Background: an optimization exercise with open tools, aiming at small area. Do not read the settings as production practice. The RTL was checked by simulation tests, not by an equivalence proof against the original design. No activity file was given, so power comes from the tool's default toggle rates.

==> flow/design.v <==
module pft (
    input  wire       clk,
    input  wire       rst,           
    input  wire       bus_sel,
    input  wire       bus_we,
    input  wire [8:0] bus_addr,
    input  wire [7:0] bus_wdata,
    output reg  [7:0] bus_rdata,
    output wire       txd,
    input  wire       rxd,
    output wire       irq,
    output wire       ev_dispatch,
    output wire       ev_valid,
    output wire       ev_syncerr
);
    localparam [23:0] BITPER_RESET = 24'd4;
    localparam [31:0] QUIET_RESET  = 32'd32;
    localparam [2:0] TX_IDLE   = 3'd0;
    localparam [2:0] TX_START  = 3'd1;
    localparam [2:0] TX_DATA   = 3'd2;
    localparam [2:0] TX_STOP1  = 3'd3;
    localparam [2:0] TX_STOP2  = 3'd4;
    localparam [2:0] TX_PARITY = 3'd5;
    localparam [2:0] TX_GUARD  = 3'd6;
    localparam [2:0] RX_IDLE     = 3'd0;
    localparam [2:0] RX_BITS     = 3'd1;
    localparam [2:0] RX_STOP1    = 3'd2;
    localparam [2:0] RX_STOP2    = 3'd3;
    localparam [2:0] RX_PARITY   = 3'd4;
    localparam [2:0] RX_FINAL    = 3'd5;
    localparam [2:0] RX_RECOVERY = 3'd6;
    localparam E_TX_TOO_LARGE = 0;
    localparam E_RX_FRAMING   = 1;
    localparam E_RX_LENGTH    = 2;
    localparam E_RX_TIMEOUT   = 3;
    localparam E_RX_PARITY    = 4;
    localparam E_RX_FINAL     = 5;
    localparam E_RX_CHECKSUM  = 6;
    localparam E_RX_OVERRUN   = 7;
    integer i, b;
    reg         rx_en;
    reg  [7:0]  errflags;
    reg  [2:0]  irqen;
    reg  [3:0]  txcmd;
    reg  [6:0]  txlen;
    reg  [6:0]  txwlen;
    reg  [23:0] bitper;
    reg  [31:0] quiet;
    reg  [3:0]  rxcmd;
    reg  [5:0]  rxlen;
    reg  [15:0] rxcsr;
    reg  [15:0] rxcsc;
    reg         rx_ready;
    reg         rx_valid;
    reg  [63*8-1:0] txpayload;       
    reg  [67*8-1:0] txwire;
    reg  [64*8-1:0] rxpayload;
    reg  [67*8-1:0] rxwire;
    reg  [31:0] now;
    reg  [2:0]  tx_ph;
    reg  [6:0]  tx_idx;
    reg  [2:0]  tx_bit;
    reg  [9:0]  tx_ones;
    reg  [6:0]  tx_n;
    reg  [23:0] tx_p;
    reg  [31:0] tx_dl;
    reg         txd_r;
    reg         tx_done;
    reg  [1:0]  sync;
    reg  [2:0]  rx_state;
    reg  [6:0]  rx_idx;
    reg  [3:0]  rx_bit;
    reg  [7:0]  rx_byte;
    reg  [9:0]  rx_ones;
    reg  [6:0]  rx_len;
    reg         rx_pbit;
    reg  [23:0] rx_p;
    reg  [22:0] rx_h;
    reg  [31:0] rx_dl;
    reg  [31:0] q_start;
    reg  [31:0] rx_q;
    reg         ev_dispatch_r;
    reg         ev_valid_r;
    reg         ev_syncerr_r;
    assign txd         = txd_r;
    assign ev_dispatch = ev_dispatch_r;
    assign ev_valid    = ev_valid_r;
    assign ev_syncerr  = ev_syncerr_r;
    wire tx_busy       = (tx_ph != TX_IDLE);
    wire rx_recovering = (rx_state == RX_RECOVERY);
    wire rx_active     = (rx_state == RX_BITS)   || (rx_state == RX_STOP1) ||
                         (rx_state == RX_STOP2)  || (rx_state == RX_PARITY) ||
                         (rx_state == RX_FINAL)  ||
                         ((rx_state == RX_IDLE) && (rx_idx != 7'd0));
    wire [7:0] status  = {2'b00, tx_done, rx_recovering, rx_active, rx_valid, rx_ready, tx_busy};
    assign irq = (irqen[0] & rx_ready) | (irqen[1] & (errflags != 8'd0)) | (irqen[2] & tx_done);
    wire bus_rd = bus_sel & ~bus_we;
    wire bus_wr = bus_sel &  bus_we;
    always @* begin
        bus_rdata = 8'h00;
        if (!rst && bus_rd) begin
            case (bus_addr)
                9'h000: bus_rdata = {7'd0, rx_en};
                9'h001: bus_rdata = status;
                9'h002: bus_rdata = errflags;
                9'h003: bus_rdata = {5'd0, irqen};
                9'h004: bus_rdata = {4'd0, txcmd};
                9'h005: bus_rdata = {1'b0, txlen};
                9'h006: bus_rdata = {1'b0, txwlen};
                9'h007: bus_rdata = {5'd0, rx_state};
                9'h008: bus_rdata = bitper[7:0];
                9'h009: bus_rdata = bitper[15:8];
                9'h00A: bus_rdata = bitper[23:16];
                9'h00C: bus_rdata = quiet[7:0];
                9'h00D: bus_rdata = quiet[15:8];
                9'h00E: bus_rdata = quiet[23:16];
                9'h00F: bus_rdata = quiet[31:24];
                9'h010: bus_rdata = {4'd0, rxcmd};
                9'h011: bus_rdata = {2'd0, rxlen};
                9'h012: bus_rdata = rxcsr[15:8];
                9'h013: bus_rdata = rxcsr[7:0];
                9'h014: bus_rdata = rxcsc[15:8];
                9'h015: bus_rdata = rxcsc[7:0];
                9'h016: bus_rdata = {1'b0, rx_idx};
                default: begin
                    if (bus_addr >= 9'h040 && bus_addr <= 9'h07E)
                        bus_rdata = txpayload[8*(bus_addr - 9'h040) +: 8];
                    else if (bus_addr >= 9'h080 && bus_addr <= 9'h0C2)
                        bus_rdata = txwire[8*(bus_addr - 9'h080) +: 8];
                    else if (bus_addr >= 9'h100 && bus_addr <= 9'h13F)
                        bus_rdata = rxpayload[8*(bus_addr - 9'h100) +: 8];
                    else if (bus_addr >= 9'h180 && bus_addr <= 9'h1C2)
                        bus_rdata = rxwire[8*(bus_addr - 9'h180) +: 8];
                end
            endcase
        end
    end
    wire wr_ctrl     = bus_wr && (bus_addr == 9'h000);
    wire cmd_txstart = wr_ctrl &  bus_wdata[1];
    wire cmd_enconly = wr_ctrl & ~bus_wdata[1] & bus_wdata[2];
    wire cmd_rxack   = wr_ctrl &  bus_wdata[3];
    wire cmd_errclr  = wr_ctrl &  bus_wdata[4];
    wire cmd_txdclr  = wr_ctrl &  bus_wdata[5];
    wire rx_en_w    = wr_ctrl ? bus_wdata[0] : rx_en;
    wire rx_ready_w = rx_ready & ~cmd_rxack;
    reg [23:0] bitper_w;
    reg [31:0] quiet_w;
    always @* begin
        bitper_w = bitper;
        quiet_w  = quiet;
        if (bus_wr) begin
            case (bus_addr)
                9'h008: bitper_w[7:0]   = bus_wdata;
                9'h009: bitper_w[15:8]  = bus_wdata;
                9'h00A: bitper_w[23:16] = bus_wdata;
                9'h00C: quiet_w[7:0]    = bus_wdata;
                9'h00D: quiet_w[15:8]   = bus_wdata;
                9'h00E: quiet_w[23:16]  = bus_wdata;
                9'h00F: quiet_w[31:24]  = bus_wdata;
                default: ;
            endcase
        end
    end
    wire [23:0] p_eff = (bitper_w < 24'd2) ? 24'd2 : bitper_w;
    wire enc_req  = (cmd_txstart | cmd_enconly) & ~tx_busy;
    wire enc_ok   = enc_req & ~txlen[6];     
    wire enc_fail = enc_req &  txlen[6];     
    wire tx_begin = cmd_txstart & ~tx_busy & ~txlen[6];
    wire [7:0] enc_b0 = {2'b00, txcmd, 2'b00};
    wire [7:0] enc_b1 = {1'b0, txlen[5:0], 1'b0};
    reg [3:0] pl_ones [0:62];
    reg [9:0] enc_cs;
    always @* begin
        for (i = 0; i < 63; i = i + 1) begin
            pl_ones[i] = 4'd0;
            for (b = 0; b < 8; b = b + 1)
                pl_ones[i] = pl_ones[i] + {3'd0, txpayload[8*i + b]};
        end
        enc_cs = 10'd0;
        for (b = 0; b < 8; b = b + 1)
            enc_cs = enc_cs + {9'd0, enc_b0[b]} + {9'd0, enc_b1[b]};
        for (i = 0; i < 63; i = i + 1)
            enc_cs = enc_cs + ((i < txlen) ? {6'd0, pl_ones[i]} : 10'd0);
    end
    reg [67*8-1:0] enc_wire;
    always @* begin
        enc_wire = {67*8{1'b0}};
        enc_wire[7:0]  = enc_b0;
        enc_wire[15:8] = enc_b1;
        for (i = 0; i < 63; i = i + 1)
            if (i < txlen)
                enc_wire[8*(i+2) +: 8] = txpayload[8*i +: 8];
        for (i = 2; i < 67; i = i + 1) begin
            if (i == txlen + 2) enc_wire[8*i +: 8] = {6'd0, enc_cs[9:8]};
            if (i == txlen + 3) enc_wire[8*i +: 8] = enc_cs[7:0];
        end
    end
    wire [31:0] tx_diff = now - tx_dl;
    wire        tx_due  = ~tx_diff[31];
    wire [7:0]  tx_cur  = txwire[8*tx_idx +: 8];
    wire        line    = sync[1];
    wire [31:0] rx_diff = now - rx_dl;
    wire        rx_due  = ~rx_diff[31];
    wire [31:0] q_diff  = now - q_start;
    reg  [3:0]  rx_byte_ones;
    always @* begin
        rx_byte_ones = 4'd0;
        for (b = 0; b < 8; b = b + 1)
            rx_byte_ones = rx_byte_ones + {3'd0, rx_byte[b]};
    end
    wire [6:0] rx_k = rx_idx + 7'd1;     
    reg [3:0]  rw_ones [0:66];
    reg [9:0]  rx_csc;
    always @* begin
        for (i = 0; i < 67; i = i + 1) begin
            rw_ones[i] = 4'd0;
            for (b = 0; b < 8; b = b + 1)
                rw_ones[i] = rw_ones[i] + {3'd0, rxwire[8*i + b]};
        end
        rx_csc = 10'd0;
        for (i = 0; i < 65; i = i + 1)
            rx_csc = rx_csc + ((i < rx_len + 2) ? {6'd0, rw_ones[i]} : 10'd0);
    end
    wire [15:0] rx_csr   = {rxwire[8*(rx_len + 2) +: 8], rxwire[8*(rx_len + 3) +: 8]};
    wire        rx_match = (rx_csr == {6'd0, rx_csc});
    always @(posedge clk) begin
        if (rst) begin
            rx_en     <= 1'b0;
            errflags  <= 8'd0;
            irqen     <= 3'd0;
            txcmd     <= 4'd0;
            txlen     <= 7'd0;
            txwlen    <= 7'd0;
            bitper    <= BITPER_RESET;
            quiet     <= QUIET_RESET;
            rxcmd     <= 4'd0;
            rxlen     <= 6'd0;
            rxcsr     <= 16'd0;
            rxcsc     <= 16'd0;
            rx_ready  <= 1'b0;
            rx_valid  <= 1'b0;
            txpayload <= {63*8{1'b0}};
            txwire    <= {67*8{1'b0}};
            rxpayload <= {64*8{1'b0}};
            rxwire    <= {67*8{1'b0}};
            now       <= 32'd0;
            tx_ph     <= TX_IDLE;
            tx_idx    <= 7'd0;
            tx_bit    <= 3'd0;
            tx_ones   <= 10'd0;
            tx_n      <= 7'd0;
            tx_p      <= 24'd0;
            tx_dl     <= 32'd0;
            txd_r     <= 1'b1;
            tx_done   <= 1'b0;
            sync      <= 2'b11;
            rx_state  <= RX_IDLE;
            rx_idx    <= 7'd0;
            rx_bit    <= 4'd0;
            rx_byte   <= 8'd0;
            rx_ones   <= 10'd0;
            rx_len    <= 7'd0;
            rx_pbit   <= 1'b0;
            rx_p      <= 24'd0;
            rx_h      <= 23'd0;
            rx_dl     <= 32'd0;
            q_start   <= 32'd0;
            rx_q      <= 32'd0;
            ev_dispatch_r <= 1'b0;
            ev_valid_r    <= 1'b0;
            ev_syncerr_r  <= 1'b0;
        end else begin
            if (bus_wr) begin
                case (bus_addr)
                    9'h003: irqen  <= bus_wdata[2:0];
                    9'h004: txcmd  <= bus_wdata[3:0];
                    9'h005: txlen  <= bus_wdata[6:0];
                    default: ;
                endcase
                if (bus_addr >= 9'h040 && bus_addr <= 9'h07E)
                    txpayload[8*(bus_addr - 9'h040) +: 8] <= bus_wdata;
            end
            bitper <= bitper_w;
            quiet  <= quiet_w;
            if (wr_ctrl) rx_en <= bus_wdata[0];
            if (cmd_errclr) errflags <= 8'd0;
            if (cmd_txdclr) tx_done <= 1'b0;
            if (cmd_rxack)  rx_ready <= 1'b0;
            if (enc_fail)   errflags[E_TX_TOO_LARGE] <= 1'b1;
            if (enc_ok) begin
                txwire <= enc_wire;
                txwlen <= txlen + 7'd4;
            end
            if (tx_begin) begin
                tx_n    <= txlen + 7'd4;
                tx_p    <= p_eff;
                tx_idx  <= 7'd0;
                tx_bit  <= 3'd0;
                tx_ones <= 10'd0;
                tx_ph   <= TX_START;
                txd_r   <= 1'b0;
                tx_dl   <= now + {8'd0, p_eff};
            end else if (tx_busy && tx_due) begin
                tx_dl <= tx_dl + {8'd0, tx_p};
                case (tx_ph)
                    TX_START: begin
                        txd_r   <= tx_cur[0];
                        tx_ones <= tx_ones + {9'd0, tx_cur[0]};
                        tx_bit  <= 3'd0;
                        tx_ph   <= TX_DATA;
                    end
                    TX_DATA: begin
                        if (tx_bit != 3'd7) begin
                            tx_bit  <= tx_bit + 3'd1;
                            txd_r   <= tx_cur[tx_bit + 3'd1];
                            tx_ones <= tx_ones + {9'd0, tx_cur[tx_bit + 3'd1]};
                        end else begin
                            txd_r <= 1'b1;
                            tx_ph <= TX_STOP1;
                        end
                    end
                    TX_STOP1: begin
                        txd_r <= 1'b1;
                        tx_ph <= TX_STOP2;
                    end
                    TX_STOP2: begin
                        if (tx_idx + 7'd1 < tx_n) begin
                            tx_idx <= tx_idx + 7'd1;
                            txd_r  <= 1'b0;
                            tx_ph  <= TX_START;
                        end else begin
                            txd_r <= tx_ones[0];
                            tx_ph <= TX_PARITY;
                        end
                    end
                    TX_PARITY: begin
                        txd_r <= 1'b1;
                        tx_ph <= TX_GUARD;
                    end
                    default: begin   
                        txd_r   <= 1'b1;
                        tx_ph   <= TX_IDLE;
                        tx_done <= 1'b1;
                        tx_dl   <= tx_dl;
                    end
                endcase
            end
            ev_dispatch_r <= 1'b0;
            ev_valid_r    <= 1'b0;
            ev_syncerr_r  <= 1'b0;
            if (!rx_en_w) begin
                rx_state <= RX_IDLE;
                rx_idx   <= 7'd0;
                rx_bit   <= 4'd0;
            end else begin
                case (rx_state)
                    RX_IDLE: begin
                        if (rx_idx == 7'd0) begin
                            if (!line) begin
                                rx_p     <= p_eff;
                                rx_h     <= p_eff[23:1];
                                rxwire   <= {67*8{1'b0}};
                                rx_ones  <= 10'd0;
                                rx_len   <= 7'd0;
                                rx_pbit  <= 1'b0;
                                rx_bit   <= 4'd0;
                                rx_byte  <= 8'd0;
                                rx_dl    <= now + {9'd0, p_eff[23:1]} + {8'd0, p_eff};
                                rx_state <= RX_BITS;
                            end
                        end else begin
                            if (!line) begin
                                rx_bit   <= 4'd0;
                                rx_byte  <= 8'd0;
                                rx_dl    <= now + {9'd0, rx_h} + {8'd0, rx_p};
                                rx_state <= RX_BITS;
                            end else if (rx_due) begin
                                errflags[E_RX_TIMEOUT] <= 1'b1;
                                ev_syncerr_r <= 1'b1;
                                rx_state <= RX_RECOVERY;
                                rx_idx   <= 7'd0;
                                rx_bit   <= 4'd0;
                                q_start  <= now;
                                rx_q     <= quiet_w;
                            end
                        end
                    end
                    RX_BITS: begin
                        if (rx_due) begin
                            rx_byte[rx_bit[2:0]] <= line;
                            rx_bit <= rx_bit + 4'd1;
                            rx_dl  <= now + {8'd0, rx_p};
                            if (rx_bit == 4'd7) rx_state <= RX_STOP1;
                        end
                    end
                    RX_STOP1: begin
                        if (rx_due) begin
                            if (!line) begin
                                errflags[E_RX_FRAMING] <= 1'b1;
                                ev_syncerr_r <= 1'b1;
                                rx_state <= RX_RECOVERY;
                                rx_idx   <= 7'd0;
                                rx_bit   <= 4'd0;
                                q_start  <= now;
                                rx_q     <= quiet_w;
                            end else begin
                                rx_dl    <= now + {8'd0, rx_p};
                                rx_state <= RX_STOP2;
                            end
                        end
                    end
                    RX_STOP2: begin
                        if (rx_due) begin
                            if (!line) begin
                                errflags[E_RX_FRAMING] <= 1'b1;
                                ev_syncerr_r <= 1'b1;
                                rx_state <= RX_RECOVERY;
                                rx_idx   <= 7'd0;
                                rx_bit   <= 4'd0;
                                q_start  <= now;
                                rx_q     <= quiet_w;
                            end else begin
                                for (i = 0; i < 67; i = i + 1)
                                    if (rx_idx == i)
                                        rxwire[8*i +: 8] <= rx_byte;
                                rx_ones <= rx_ones + {6'd0, rx_byte_ones};
                                rx_idx  <= rx_k;
                                if (rx_k == 7'd2) begin
                                    rx_len <= rx_byte[7:1];
                                    if (rx_byte[7]) begin
                                        errflags[E_RX_LENGTH] <= 1'b1;
                                        ev_syncerr_r <= 1'b1;
                                        rx_state <= RX_RECOVERY;
                                        rx_idx   <= 7'd0;
                                        rx_bit   <= 4'd0;
                                        q_start  <= now;
                                        rx_q     <= quiet_w;
                                    end else begin
                                        rx_dl    <= now + {7'd0, rx_p, 1'b0};
                                        rx_state <= RX_IDLE;
                                    end
                                end else if (rx_k >= 7'd3 && rx_k == rx_len + 7'd4) begin
                                    rx_dl    <= now + {8'd0, rx_p};
                                    rx_state <= RX_PARITY;
                                end else begin
                                    rx_dl    <= now + {7'd0, rx_p, 1'b0};
                                    rx_state <= RX_IDLE;
                                end
                            end
                        end
                    end
                    RX_PARITY: begin
                        if (rx_due) begin
                            rx_pbit  <= line;
                            rx_dl    <= now + {8'd0, rx_p};
                            rx_state <= RX_FINAL;
                        end
                    end
                    RX_FINAL: begin
                        if (rx_due) begin
                            if (!line || (rx_pbit != rx_ones[0])) begin
                                if (!line) errflags[E_RX_FINAL] <= 1'b1;
                                if (rx_pbit != rx_ones[0]) errflags[E_RX_PARITY] <= 1'b1;
                                ev_syncerr_r <= 1'b1;
                                rx_state <= RX_RECOVERY;
                                rx_idx   <= 7'd0;
                                rx_bit   <= 4'd0;
                                q_start  <= now;
                                rx_q     <= quiet_w;
                            end else begin
                                if (rx_ready_w) errflags[E_RX_OVERRUN] <= 1'b1;
                                rxcmd <= rxwire[5:2];
                                rxlen <= rx_len[5:0];
                                rxcsr <= rx_csr;
                                rxcsc <= {6'd0, rx_csc};
                                for (i = 0; i < 64; i = i + 1)
                                    rxpayload[8*i +: 8] <= (i < rx_len) ? rxwire[8*(i+2) +: 8] : 8'h00;
                                rx_ready      <= 1'b1;
                                rx_valid      <= rx_match;
                                ev_dispatch_r <= 1'b1;
                                ev_valid_r    <= rx_match;
                                if (rx_match) begin
                                    rx_state <= RX_IDLE;
                                    rx_idx   <= 7'd0;
                                    rx_bit   <= 4'd0;
                                end else begin
                                    errflags[E_RX_CHECKSUM] <= 1'b1;
                                    rx_state <= RX_RECOVERY;
                                    rx_idx   <= 7'd0;
                                    rx_bit   <= 4'd0;
                                    q_start  <= now;
                                    rx_q     <= quiet_w;
                                end
                            end
                        end
                    end
                    RX_RECOVERY: begin
                        if (!line)
                            q_start <= now;
                        else if (q_diff >= rx_q)
                            rx_state <= RX_IDLE;
                    end
                    default: rx_state <= RX_IDLE;
                endcase
            end
            sync <= {sync[0], rxd};
            now  <= now + 32'd1;
        end
    end
endmodule
==> flow/run.sh <==
#!/bin/bash
# synth_recipe.tcl (not shown) runs the flow's synth.tcl, then flattens the netlist and writes it again
# the make line also repeats each setting of config.mk as NAME=value (left out here)
make -C /OpenROAD-flow-scripts/flow DESIGN_CONFIG=/design/flow/config.mk WORK_HOME=/design/flow/orfs CLKGATE_MAP_FILE= SYNTH_SCRIPT=/design/flow/synth_recipe.tcl finish
==> flow/config.mk <==
export PLATFORM = sky130hd
export DESIGN_NAME = pft
export DESIGN_NICKNAME = pft
export VERILOG_FILES = /design/flow/design.v
export SDC_FILE = /design/flow/constraint.sdc
export NUM_CORES = 8
export LEC_CHECK = 0
export CAP_MARGIN = 20
export CORE_MARGIN = 2
export CORE_UTILIZATION = 40
export SLEW_MARGIN = 20
==> flow/constraint.sdc <==
create_clock -name core_clock -period 20.0 [get_ports {clk}]
set_input_delay 4.0000 -clock core_clock [delete_from_list [all_inputs] [get_ports {clk}]]
set_output_delay 4.0000 -clock core_clock [all_outputs]
set_load 0.01 [all_outputs]
==> flow_metrics.tcl <==
set metrics [dict create \
    ys_async_sr_fraction 0 \
    path_class "in2out" \
    boundaryPins 35 \
    hold_viol 0 \
    grt_remaining_overflow 0 \
    clk_root_buffer_cell "clkbuf_16" \
    met2_usage 0.5235 \
    die_y_um 667.3 \
    leakage_nw 77.23 \
    total_power_mw 11.18 \
    slew_violations 0 \
    post-route-util 0.4409 \
    synth_edf_count 0 \
    cap_violations 0 \
    tightest_slew_ps 1316 \
    hold_class "reg2reg" \
    area_delta_synth_final_pct 9.781 \
    fill_cells 42430 \
    startpoint_type "input pin" \
    cts_hold_buffers 0 \
    met3_usage 0.1237 \
    synth-compound-area-share 0.1532 \
    top_usage_layer "met2" \
    synthXorXnorAreaFrac 0.02045 \
    arrival_ps 10600 \
    skew_ps 74.47 \
    syn_inst 19150 \
    outcome "no timing/DRC/antenna violations" \
    wl_per_cell_um 34.13 \
    design_area_sq_um 193200 \
    yosysUniqueCellTypes 90 \
    die_x_um 667.3 \
    synth_top_family_by_area "adder cells" \
    h-tree-depth 5 \
    gp_congestion 1.110 \
    die-area_sq_um 445300 \
    clk_pin_slew_ps 60 \
    synth_area_leader_cell "dfxtp_1" \
    fin_setup_tns_ps 0 \
    routed_wl_um 845600 \
    yosysSeqAreaShare 0.2811 \
    ir_drop_mv 0.07436 \
    yosysWarnings 3 \
    finalCritPeriodShare 0.7300 \
    place_area_sq_um 182800 \
    fin_ws_ps 5399 \
    syn-cell-area_sq_um 176000 \
    ctsResizeCount 0 \
    setup_violations 0 \
    viasPerCell 6.465 \
    final_cells 24780 \
    yosysTopAreaCellShare 0.2811 \
    synth-adder-area-share 0.1787 \
    grt_pass1_vias 150300 \
    required_ps 16000 \
    clkSinkCount 2471 \
    final_common_cell "dfxtp_1" \
    grt_max_degree 180 \
    period_needed_ps 14600 \
    critPathCaptureType "output pin" \
    cts_tree "yes" \
    grt_setup_unrepaired "false" \
    port-buffer-count 34 \
    drive_above_1_share 0.1030 \
    yosys.area_share.simple 0.1295 \
    grt_use_met1 0.4771 \
    synth.area.top_cells "dfxtp_1 28%, fa_1 13%, mux4_2 8.3%" \
    grt_pass1_wl_um 1176000 \
    syn_nets 21030 \
    clkLatencyLatePin_ps 1000 \
    cts_inserted_buffers 293 \
    dpl.hpwl_um 625900 \
    mostFrequentLayoutCells "2462 x dfxtp_1, 1989 x nand2_1, 1819 x inv_1, 1478 x nor2_1, 1360 x mux2i_1" \
    muxShareOfSynthArea 0.1686 \
    drtIter0Drc 23740 \
    whs_ps 433.4 \
    core_sq_um 438100 \
    syn_area_per_cell_sq_um 9.187 \
    pre_cts_ws_ps 5797 \
    track_usage 0.3685 \
    worstPathMaxFanout 41 \
    slew_headroom 0.1135 \
    route.detailed.drc 0 \
    rows 243 \
    place_inst 24200 \
    drt_first_pass_iters 10 \
    final_antenna_net_count 0 \
    power.density_nw_per_um2 57.87 \
    start_util 0.4017 \
    max_freq_mhz 68.49 \
    post_cts_buffers 0 \
    synth_ff_type "dfxtp_1" \
    clock_path_buffers 4 \
    antenna_found_initial 78 \
    dr_total_vias 160200 \
    synth-seq-cells 2471 \
    final_nets 20500 \
]
[synthesized netlist by cell type, drive strengths merged (19+ instances only)]
master and instances:
mux2 129, xor2 200, nand2b 97, nor2 1503, fa 1104, buf 262, o21a 47, mux4 648
nand3 546, a31oi 84, dfxtp 2471, o21bai 28, a21oi 1044, nand2 2017, mux2i 1361, nor4 37
a222oi 19, a211o 35, o221ai 32, and3 75, a2111oi 22, ha 746, a221o 23, inv 1826
nor3 506, a21o 192, a22o 499, a22oi 149, nand4 62, or2 36, a211oi 228, xnor2 210
and2 109, clkbuf 1058, o22ai 164, nor3b 38, a221oi 513, o21ai 522, nor2b 83, o31ai 20
a311oi 67, or3 31, o211ai 104
[final cells by class]
class	instances	area (sq um)	share of cell area
Multi-Input combinational cell	13530	115100	0.5959
Sequential cell	2471	49490	0.2562
Clock buffer	400	8432	0.04365
Tap cell	5880	7357	0.03808
Inverter	1830	6878	0.03560
Timing Repair Buffer	497	4090	0.02117
Clock inverter	119	1704	0.008821
Antenna cell	48	120.1	0.0006218
[final timing paths]
check                                 start           end  slack [ps]  cells after the start
worst max-delay path            bus_addr[0]  bus_rdata[4]        5400                     13
worst min register to register      sync[0]       sync[1]         430                      1
worst min-delay path                sync[0]       sync[1]         430                      1
worst max register to register    rx_len[1]      rx_q[16]        6970                     34
[flip-flops by register name, summed over array words and instances (netlist names), 32 cells and up]
signal,cells
rxwire,536
txwire,528
rxpayload,512
txpayload,504
now,32
q_start,32
quiet,32
rx_dl,32
rx_q,32
tx_dl,32
[routing by layer]
metal | vias to the layer above | part of all wire
li1 | 66530 | -
met1 | 79550 | 0.38
met2 | 11370 | 0.41
met3 | 2680 | 0.13
met4 | 64 | 0.079
met5 | - | 0.00072
[report_power, final]
part	leakage, nW	internal [mW]	switching (mW)
registers	19.9	4.92	0.00311
clock network	4.95	3.38	2.40
logic	52.4	0.121	0.363
total	77.2	8.42	2.76
[critical path: stages]
cell             delay [ps]
buf_8                   460
buf_4                   660
buf_4                   640
buf_4                   600
mux4_2                  320
nor2_1                   50
a211o_1                 310
a221oi_1                920
a21oi_1                 440
nor3_1                  320
nor3_1                  120
o22ai_1                 840
clkdlybuf4s50_1         730
[logic make-up after synthesis]
logic type,count (synthesis)
AND/OR/NAND/NOR,5216
AO/OA/AOI/OAI,3917
buffers and inverters,3150
XOR/XNOR,410
flip-flops,2471
multiplexers,2138
adder cells (fa/ha/maj),1852

static timing again, ports no longer ideal:
The results above use ideal ports. As a check the final layout listed here was re-extracted and re-timed, cells and wires unchanged. Step 1 sets driving cells, clkbuf_16 on the clock port and buf_2 on the other inputs (assumed; they add their load-dependent delay and slew). Step 2 times the ports against the registers' clock, not the clock port: input delays grow and output delays shrink by t, the midpoint of the rising clock arrivals with the driver on. a / b / c = no drivers / after step 1 / after step 2; a / b = the first two.
shift t [ns]: 1.081
setup WS [ns]: 5.399 / 5.348 / 5.348
worst setup path after step 2: input to output
slew at the worst register clock pin (ns): 0.07 / 0.07
pins driven straight from the clock port: 1
After both steps this run still meets setup and hold. For this run, drivers alone change the setup slack by -0.051 ns; drivers and shift together by -0.051 ns.
